Background: an optimization exercise with open tools, aiming at small area. Do not read the settings as production practice. Where RTL was checked, it was by simulation tests only, not by an equivalence proof against the original. No activity file was given, so power comes from the tool's default toggle rates.

Design modbus_slave, start of the top module:
module modbus_slave (
    input  wire        clk,
    input  wire        rst,            
    input  wire [7:0]  slave_addr,     
    input  wire [9:0]  t35_interval,   
    input  wire        time_unit,      
    input  wire        rx_valid,       
    input  wire [7:0]  rx_data,
    output wire        rx_en,
    output wire        tx_en,
    output wire        tx_valid,       
    output wire [7:0]  tx_data,
    input  wire        tx_ready,
    output wire        mem_req,        
    output wire        mem_we,
    output wire [15:0] mem_addr,
    output wire [31:0] mem_wdata,
    input  wire        mem_ack,
    input  wire [31:0] mem_rdata
);
Size: roughly 1900 cells after synthesis, roughly 130 I/O pins, ~37000 um^2 of cells after synthesis.
clock: 10.0 ns
lec_check: 0
cap_margin: 40
core_margin: 2
core_utilization: 40
place_density: 0.55
slew_margin: 40
standard.sh (not shown) runs the stock make flow with config.mk's settings and CLKGATE_MAP_FILE= SYNTH_SCRIPT=/design/flow/synth_recipe.tcl, a recipe that flattens the netlist after the stock synthesis.
==> flow/flow/run.sh <==
#!/bin/bash
# Standard ORFS layout (the standard.sh, standard synthesis unchanged) with two
# changes: port buffers use the smallest buffer cell, and clock tree synthesis uses
# larger sink clusters and inserts no dummy loads.
set -euo pipefail
export BUFFER_PORTS_ARGS="-buffer_cell sky130_fd_sc_hd__buf_1"
export CTS_ARGS="-sink_clustering_enable -repair_clock_nets -dont_use_dummy_load -buf_list sky130_fd_sc_hd__clkbuf_4 -sink_clustering_size 10 -sink_clustering_max_diameter 40"
bash standard.sh > standard_sh.log 2>&1
The first run produced a clean layout.
Change:
--- a/flow/flow/run.sh
+++ b/flow/flow/run.sh
@@ -6,3 +6,3 @@
 export BUFFER_PORTS_ARGS="-buffer_cell sky130_fd_sc_hd__buf_1"
-export CTS_ARGS="-sink_clustering_enable -repair_clock_nets -dont_use_dummy_load -buf_list sky130_fd_sc_hd__clkbuf_4 -sink_clustering_size 10 -sink_clustering_max_diameter 40"
+export CTS_ARGS="-sink_clustering_enable -repair_clock_nets -dont_use_dummy_load -buf_list sky130_fd_sc_hd__clkbuf_8 -sink_clustering_size 20 -sink_clustering_max_diameter 60"
 bash standard.sh > standard_sh.log 2>&1
CORE_UTILIZATION = 65   (was 40)
PLACE_DENSITY = 0.75   (was 0.55)
After rerunning:
- wire length drops by 8.3%
- power went down by 2.0%
- die area decreases by 38%
- core utilization rose by 26 points
- setup slack improved by 0.47 ns
- hold slack improves by 0.027 ns
- cell count went down by 15%
- count of clock-buffer cells in the layout falls by 72
- final area decreases by 1.8%
- area after synthesis is unchanged
Function was not checked in any run of this note: the RTL went through the layout flow alone.

## job 101
The RTL this note starts from:
==> flow/design.v <==
module modbus_slave (
    input  wire        clk,
    input  wire        rst,            
    input  wire [7:0]  slave_addr,     
    input  wire [9:0]  t35_interval,   
    input  wire        time_unit,      
    input  wire        rx_valid,       
    input  wire [7:0]  rx_data,
    output reg         rx_en,
    output reg         tx_en,
    output wire        tx_valid,       
    output wire [7:0]  tx_data,
    input  wire        tx_ready,
    output wire        mem_req,        
    output wire        mem_we,
    output wire [15:0] mem_addr,
    output wire [31:0] mem_wdata,
    input  wire        mem_ack,
    input  wire [31:0] mem_rdata
);
    localparam [1:0] S_SIL  = 2'd0,
                     S_WAIT = 2'd1,
                     S_READ = 2'd2,
                     S_SEND = 2'd3;
    localparam [3:0] P_IDLE   = 4'd0,
                     P_DISP   = 4'd1,    
                     P_ALIGN  = 4'd2,    
                     P_HDR    = 4'd3,    
                     P_RREQ   = 4'd4,    
                     P_RSEND  = 4'd5,    
                     P_CRC    = 4'd6,    
                     P_WSR    = 4'd7,    
                     P_WSEL   = 4'd8,    
                     P_WPAIR  = 4'd9,    
                     P_WSHIFT = 4'd10,   
                     P_TAILRD = 4'd11,   
                     P_TAILWR = 4'd12;   
    localparam [1:0] K_EXC = 2'd0, K_RD = 2'd1, K_WSR = 2'd2, K_WMR = 2'd3;
    localparam integer NB = 118;         
    reg [1:0]  state;
    reg [9:0]  sil_cnt;
    reg [7:0]  rx_cur;
    reg [7:0]  rx_len;
    reg        rx_ovf;
    reg        addr_ok;
    reg [7:0]  fc;         
    reg [15:0] a_r;        
    reg [15:0] q_r;        
    reg [8*NB-1:0] dch;    
    reg [3:0]  ph;
    reg [1:0]  kind;
    reg [15:0] crc;
    reg [2:0]  cnt;        
    wire busy = (ph != P_IDLE);
    wire        byte_acc = rx_valid && rx_en;       
    wire        tu       = time_unit && !busy && !byte_acc;
    wire [9:0]  sil_inc  = sil_cnt + 10'd1;
    wire        tick     = tu && (sil_inc == t35_interval) && (sil_cnt != 10'h3FF);
    wire        frame_b  = byte_acc && (state == S_WAIT) && (rx_cur != 8'd128);
    wire        fc_rd = (fc == 8'h03) || (fc == 8'h04);
    wire        fc_ws = (fc == 8'h06);
    wire        fc_wm = (fc == 8'h10);
    wire        fc_ok = fc_rd || fc_ws || fc_wm;
    wire [5:0]  lo_sum   = {1'b0, a_r[4:0]} + {1'b0, q_r[5:1]} + {5'd0, q_r[0]};
    wire        range_ok = a_r[15] ? (a_r[14:0] == 15'd0 && lo_sum == 6'd0)
                                   : !(&a_r[14:5] && lo_sum[5] && lo_sum[4:0] != 5'd0);
    wire [7:0]  wmr_need = {q_r[6:0], 1'b1} + 8'd8;       
    wire [7:0]  s117 = dch[8*117 +: 8];
    wire [7:0]  s116 = dch[8*116 +: 8];
    wire [7:0]  s115 = dch[8*115 +: 8];
    wire [7:0]  s114 = dch[8*114 +: 8];
    reg  [7:0]  hdr_byte;
    always @* begin
        case (cnt)
            3'd0: hdr_byte = slave_addr;
            3'd1: hdr_byte = fc;
            3'd2: hdr_byte = (kind == K_EXC) ? {6'd0, fc_ok, !fc_ok} :
                             (kind == K_RD)  ? {q_r[6:0], 1'b0} : a_r[15:8];
            3'd3: hdr_byte = a_r[7:0];
            3'd4: hdr_byte = q_r[15:8];
            default: hdr_byte = q_r[7:0];
        endcase
    end
    assign tx_valid = (ph == P_HDR) || (ph == P_RSEND) || (ph == P_CRC);
    assign tx_data  = (ph == P_HDR)   ? hdr_byte :
                      (ph == P_RSEND) ? fc :
                      (ph == P_CRC)   ? crc[7:0] : rx_data;
    reg  [15:0] crc_next;
    integer     b;
    always @* begin
        crc_next = crc ^ {8'h00, tx_data};
        for (b = 0; b < 8; b = b + 1)
            crc_next = crc_next[0] ? ((crc_next >> 1) ^ 16'hA001) : (crc_next >> 1);
    end
    assign mem_req   = (ph == P_RREQ) || (ph == P_WSR) || (ph == P_WPAIR) ||
                       (ph == P_TAILRD) || (ph == P_TAILWR);
    assign mem_we    = (ph == P_WSR) || (ph == P_WPAIR) || (ph == P_TAILWR);
    assign mem_addr  = {1'b1, a_r[14:0]};
    assign mem_wdata = (kind == K_WSR) ? {16'h0000, q_r} : {s115, s114, s117, s116};
    reg  [7:0]  rd_byte;
    always @* begin
        case (cnt[1:0])
            2'd0: rd_byte = mem_rdata[15:8];
            2'd1: rd_byte = mem_rdata[7:0];
            2'd2: rd_byte = mem_rdata[31:24];
            default: rd_byte = mem_rdata[23:16];
        endcase
    end
    wire hdr_last = (kind == K_EXC || kind == K_RD) ? (cnt == 3'd2) : (cnt == 3'd5);
    wire dsh = (frame_b && rx_cur >= 8'd7 && rx_cur <= 8'd124) ||
               (ph == P_ALIGN && rx_len < 8'd125) || (ph == P_WSHIFT);
    wire tail_ld = (ph == P_TAILRD) && mem_ack;
    always @(posedge clk) begin
        if (dsh)
            dch <= {dch[8*NB-9:0], rx_data};
        else if (tail_ld)
            dch[8*114 +: 16] <= mem_rdata[31:16];
    end
    reg fin;
    always @(posedge clk) begin
        fin = 1'b0;
        if (rst) begin
            state   <= S_SIL;
            sil_cnt <= 10'd0;
            rx_cur  <= 8'd0;
            rx_ovf  <= 1'b0;
            rx_en   <= 1'b0;
            tx_en   <= 1'b0;
            ph      <= P_IDLE;
        end else begin
            if (byte_acc) begin
                sil_cnt <= 10'd0;
                if (rx_cur == 8'd128)
                    rx_ovf <= 1'b1;
                else
                    rx_cur <= rx_cur + 8'd1;
            end
            if (frame_b) begin
                crc <= crc_next;
                if (rx_cur == 8'd0) addr_ok <= (rx_data == slave_addr);
                if (rx_cur == 8'd1) fc <= rx_data;
                if (rx_cur == 8'd2 || rx_cur == 8'd3) a_r <= {a_r[7:0], rx_data};
                if (rx_cur == 8'd4 || rx_cur == 8'd5) q_r <= {q_r[7:0], rx_data};
            end
            if (tu) begin
                if (tick) sil_cnt <= 10'd0;
                else      sil_cnt <= sil_inc;
            end
            if (tick) begin
                case (state)
                    S_SIL: begin
                        rx_en <= 1'b1;
                        tx_en <= 1'b0;
                        crc   <= 16'hFFFF;
                        state <= S_WAIT;
                    end
                    S_WAIT: begin
                        if (rx_cur != 8'd0) begin
                            rx_len <= rx_cur;
                            state  <= S_READ;
                        end
                    end
                    S_READ: begin
                        rx_cur <= 8'd0;
                        rx_en  <= 1'b0;
                        tx_en  <= 1'b1;
                        state  <= S_SEND;
                    end
                    S_SEND: begin
                        ph <= P_DISP;
                    end
                endcase
            end
            case (ph)
                P_DISP: begin
                    crc <= 16'hFFFF;
                    cnt <= 3'd0;
                    ph  <= P_HDR;
                    if (rx_ovf || rx_len < 8'd4 || crc != 16'h0000 || !addr_ok)
                        fin = 1'b1;
                    else if (!fc_ok)
                        kind <= K_EXC;
                    else if (rx_len < (fc_wm ? 8'd9 : 8'd8))
                        fin = 1'b1;
                    else if (fc_rd) begin
                        if (q_r > 16'd61 || !range_ok) kind <= K_EXC;
                        else                           kind <= K_RD;
                    end else if (fc_ws) begin
                        if (a_r[15]) kind <= K_EXC;
                        else         kind <= K_WSR;
                    end else begin
                        if (q_r > 16'd59 || !range_ok) kind <= K_EXC;
                        else if (rx_len < wmr_need)    fin = 1'b1;
                        else begin
                            kind <= K_WMR;
                            ph   <= P_ALIGN;
                        end
                    end
                end
                P_ALIGN: begin
                    if (rx_len < 8'd125)
                        rx_len <= rx_len + 8'd1;
                    else
                        ph <= P_HDR;
                end
                P_HDR: begin
                    if (tx_ready) begin
                        crc <= crc_next;
                        cnt <= cnt + 3'd1;
                        if (hdr_last) begin
                            cnt <= 3'd0;
                            ph  <= (kind == K_RD && q_r[5:0] != 6'd0) ? P_RREQ : P_CRC;
                        end
                    end
                end
                P_RREQ: begin
                    if (mem_ack) begin
                        fc <= rd_byte;
                        ph <= P_RSEND;
                    end
                end
                P_RSEND: begin
                    if (tx_ready) begin
                        crc <= crc_next;
                        cnt <= cnt + 3'd1;
                        if (cnt[0]) q_r[5:0] <= q_r[5:0] - 6'd1;
                        if (cnt[1:0] == 2'd3) a_r[14:0] <= a_r[14:0] + 15'd1;
                        ph <= (cnt[0] && q_r[5:0] == 6'd1) ? P_CRC : P_RREQ;
                    end
                end
                P_CRC: begin
                    if (tx_ready) begin
                        crc <= crc_next;
                        cnt <= cnt + 3'd1;
                        if (cnt[0]) begin
                            if (kind == K_WSR)      ph <= P_WSR;
                            else if (kind == K_WMR) ph <= P_WSEL;
                            else                    fin = 1'b1;
                        end
                    end
                end
                P_WSR: begin
                    if (mem_ack) fin = 1'b1;
                end
                P_WSEL: begin
                    cnt <= 3'd0;
                    if (q_r[5:0] == 6'd0)      fin = 1'b1;
                    else if (q_r[5:0] == 6'd1) ph <= P_TAILRD;
                    else                       ph <= P_WPAIR;
                end
                P_WPAIR: begin
                    if (mem_ack) begin
                        a_r[14:0] <= a_r[14:0] + 15'd1;
                        q_r[5:0]  <= q_r[5:0] - 6'd2;
                        ph        <= P_WSHIFT;
                    end
                end
                P_WSHIFT: begin
                    cnt <= cnt + 3'd1;
                    if (cnt[1:0] == 2'd3) ph <= P_WSEL;
                end
                P_TAILRD: begin
                    if (mem_ack) ph <= P_TAILWR;
                end
                P_TAILWR: begin
                    if (mem_ack) fin = 1'b1;
                end
                default: ;
            endcase
            if (fin) begin
                rx_en  <= 1'b0;
                tx_en  <= 1'b0;
                rx_ovf <= 1'b0;
                state  <= S_SIL;
                ph     <= P_IDLE;
            end
        end
    end
endmodule
clock: 10.0 ns
lec_check: 0
cap_margin: 40
core_margin: 2
core_utilization: 40
cts_buf_list: sky130_fd_sc_hd__clkbuf_8
cts_cluster_diameter: 50
cts_cluster_size: 16
place_density: 0.55
slew_margin: 40
run.sh (not shown) runs the stock make flow with config.mk's settings and CLKGATE_MAP_FILE= SYNTH_SCRIPT=/design/flow/synth_recipe.tcl, a recipe that flattens the netlist after the stock synthesis.
Stock flow here: none of the scripts above is used.
Having completed the whole flow, job 101 delivered a layout that passed the timing, DRC and antenna checks.
[inputs] job 102 vs job 101
- removing CTS_BUF_LIST (formerly sky130_fd_sc_hd__clkbuf_8)
- removing CTS_CLUSTER_SIZE (formerly 16)
- removing CTS_CLUSTER_DIAMETER (formerly 50)
==> flow/flow/run.sh (new file) <==
#!/bin/bash
# Standard ORFS layout (the standard.sh, standard synthesis unchanged) with two
# changes: port buffers use the smallest buffer cell, and clock tree synthesis uses
# larger sink clusters and inserts no dummy loads.
set -euo pipefail
export BUFFER_PORTS_ARGS="-buffer_cell sky130_fd_sc_hd__buf_1"
export CTS_ARGS="-sink_clustering_enable -repair_clock_nets -dont_use_dummy_load -buf_list {sky130_fd_sc_hd__clkbuf_8 sky130_fd_sc_hd__clkbuf_16} -sink_clustering_size 30 -sink_clustering_max_diameter 80"
bash standard.sh > standard_sh.log 2>&1
==> flow/standard.sh (new file) <==
#!/bin/bash
# synth_recipe.tcl (not shown) runs the flow's synth.tcl, then flattens the netlist and writes it again
# the make line also repeats each setting of config.mk as NAME=value (left out here)
make -C /OpenROAD-flow-scripts/flow DESIGN_CONFIG=/design/flow/config.mk WORK_HOME=/design/flow/orfs CLKGATE_MAP_FILE= SYNTH_SCRIPT=/design/flow/synth_recipe.tcl "${@:-finish}"
removed: flow/run.sh
## What came out
Diff job 101..job 102 | number of nets with antenna violations after detailed routing | unchanged
Comparing job 101 and job 102, the lower routed wire length was measured on job 102.
Row power: job 102 lower / job 101 higher
Compared to job 101, job 102 has met2 layer wire length in the routed design about 0.54% higher.
Cell count in job 102 is 111 lower than in job 101
Changes in job 103 relative to job 102:
- CTS_CLUSTER_SIZE newly set to 30
- CTS_CLUSTER_DIAMETER newly set to 60
- CTS_BUF_LIST newly set to sky130_fd_sc_hd__clkbuf_16
==> flow/run.sh (new file) <==
#!/bin/bash
# synth_recipe.tcl (not shown) runs the flow's synth.tcl, then flattens the netlist and writes it again
# the make line also repeats each setting of config.mk as NAME=value (left out here)
make -C /OpenROAD-flow-scripts/flow DESIGN_CONFIG=/design/flow/config.mk WORK_HOME=/design/flow/orfs CLKGATE_MAP_FILE= SYNTH_SCRIPT=/design/flow/synth_recipe.tcl finish
removed: flow/flow/run.sh
removed: flow/standard.sh
[summary]
Job 103: number of cells on the worst reg-to-reg path is 1 higher than what job 102 reported. Final period utilization, job 103 and job 102: smaller value in job 102. Of the two values seen for critical path capture point, tx_data[1] was produced by job 103 and tx_data[0] by job 102. Final routed wire length divided by cell count in job 103 vs job 102: up 1.0%. NOTE: smallest setup slack after layout in job 103 falls short of that of job 102. Compared with job 102, in job 103 number of distinct library cells after synthesis stayed essentially flat; wire length rose by 2.4 mm. In job 103, area growth from synthesis to layout is higher than in job 102. Between job 103 and job 102, it is job 103 whose via count of the first global-routing pass is higher, by 1.7%.
Function was not checked in any run of this note: the RTL went through the layout flow alone.

== alpha ==
Another version of the RTL of modbus_slave (not shown whole).
For scale: roughly 1800 cells after synthesis, roughly 1000 flip-flops.
==> flow/config.mk <==
export PLATFORM = sky130hd
export DESIGN_NAME = modbus_slave
export DESIGN_NICKNAME = modbus_slave
export VERILOG_FILES = /design/flow/design.v
export SDC_FILE = /design/flow/constraint.sdc
export NUM_CORES = 4
export LEC_CHECK = 0
export CAP_MARGIN = 40
export CORE_MARGIN = 2
export CORE_UTILIZATION = 40
export PLACE_DENSITY = 0.55
export SLEW_MARGIN = 40
==> flow/constraint.sdc <==
create_clock -name core_clock -period 10.0 [get_ports {clk}]
set_input_delay 2.0000 -clock core_clock [delete_from_list [all_inputs] [get_ports {clk}]]
set_output_delay 2.0000 -clock core_clock [all_outputs]
set_load 0.01 [all_outputs]
standard.sh (not shown) runs the stock make flow with config.mk's settings and CLKGATE_MAP_FILE= SYNTH_SCRIPT=/design/flow/synth_recipe.tcl, a recipe that flattens the netlist after the stock synthesis.
==> flow/flow/run.sh <==
#!/bin/bash
# Standard ORFS layout (the standard.sh, standard synthesis unchanged) with two
# changes: port buffers use the smallest buffer cell, and clock tree synthesis uses
# larger sink clusters and inserts no dummy loads.
set -euo pipefail
export BUFFER_PORTS_ARGS="-buffer_cell sky130_fd_sc_hd__buf_1"
export CTS_ARGS="-sink_clustering_enable -repair_clock_nets -dont_use_dummy_load -buf_list sky130_fd_sc_hd__clkbuf_8 -sink_clustering_size 20 -sink_clustering_max_diameter 60"
bash standard.sh > standard_sh.log 2>&1
Edits applied to the flow inputs when going from alpha to beta:
- CAP_MARGIN changed from 40 to 10
- GPL_TIMING_DRIVEN newly set to 0
- SLEW_MARGIN changed from 40 to 10
### Flow results
Per the final summary, beta finished and its layout is clean on timing, DRC and antenna.
Per the comparison of beta with alpha, detail-routed net length per standard cell went up by 0.49 um, fraction of power spent switching nets went up by 0.29 points, routed wire length went up by 4.1%.
[beta vs alpha] measured slew at the worst slew-check pin: higher in beta
beta: shortest clock period the worst path allows after layout 0.25 ns above alpha
Post-layout total power: beta vs alpha up 30 uW
Input-level comparison between gamma and beta:
- CORE_UTILIZATION changed from 40 to 60
- GPL_TIMING_DRIVEN removed (was 0)
- PLACE_DENSITY changed from 0.55 to 0.8
Notes after the runs:
Compared with beta, placement density in the core of gamma is higher.
gamma vs beta: worst vdd rail ir drop up by more than half
The lower ratio of cells with drive above 1 in the final layout of gamma and beta is in gamma.
The number of gates on the worst path with buffers counted in gamma sits 2 below the value recorded for beta.
From beta to gamma the numbers moved as follows: met1 routed wirelength after detailed routing went down 14%, area of the multi-input gates picked up an extra 0.40%, net count after synthesis held.
No stage failed in gamma, and the final checks on the layout all came back clean.
In gamma, the number of antenna violations at the first check in global routing came out 6 below the value in beta.
Portion of the clock cycle consumed by the worst path in the final layout (gamma over beta): decrease, 2.9 points
Cell with the largest stage delay on the worst path: a211oi_4 -> gamma, nand3_1 -> beta
In gamma relative to beta, clock network power had gone down by a little under 10%.
## Diff of input files: delta against gamma
- PLACE_DENSITY: 0.8 -> 0.55
- CORE_UTILIZATION: 60 -> 40
==> summary.txt <==
[delta] final core area utilization fell 21 points relative to gamma. Die area ended up 49% higher on delta than on gamma. The sequential share of layout area of delta is lower than that of gamma. Delta (delta minus gamma): routed wire length +about 3.7%; power now sits higher; fraction of layout cells with a size suffix above 1 increased 0.52 points; via count of the first global-routing pass +about 0.8%; synthesized-area fraction occupied by ao, oa, aoi and oai cells was more or less identical. Relative to gamma, post-route met1 wirelength has increased by 8.5% in delta.

separate check: timing with driven ports:
In the flow no input, the clock included, has a driving cell. The finished layouts below were timed again as built, in two steps.
Step 1 sets driving cells, clkbuf_16 on the clock port and buf_2 on the other inputs (assumed; they add their load-dependent delay and slew).
Step 2 times the ports against the registers' clock, not the clock port: input delays grow and output delays shrink by t, the midpoint of the rising clock arrivals with the driver on.
Three values: ideal, step 1, step 2; two values: the first two.
| run | t (ns) | setup slack, ns | worst register clock-pin slew, ns |
|---|---|---|---|
| the first run of note 1 | 0.972 | 3.910 / 3.850 / 4.279 | 0.11 / 0.11 |
| the second run of note 1 | 0.680 | 4.376 / 4.323 / 4.424 | 0.12 / 0.12 |
| job 101 | 0.768 | 3.965 / 3.914 / 3.672 | 0.10 / 0.10 |
| job 102 | 0.643 | 4.503 / 4.434 / 3.931 | 0.11 / 0.11 |
| job 103 | 0.706 | 3.987 / 3.911 / 3.671 | 0.10 / 0.10 |
| alpha | 0.700 | 4.242 / 4.184 / 4.361 | 0.12 / 0.12 |
| beta | 0.707 | 3.991 / 4.019 / 3.313 | 0.12 / 0.12 |
| gamma | 0.689 | 4.277 / 4.218 / 4.379 | 0.11 / 0.11 |
| delta | 0.698 | 4.203 / 4.144 / 4.334 | 0.12 / 0.12 |
After both steps every run listed still meets setup and hold. For beta, which loses most, drivers alone change the setup slack by +0.028 ns; drivers and shift together by -0.678 ns.
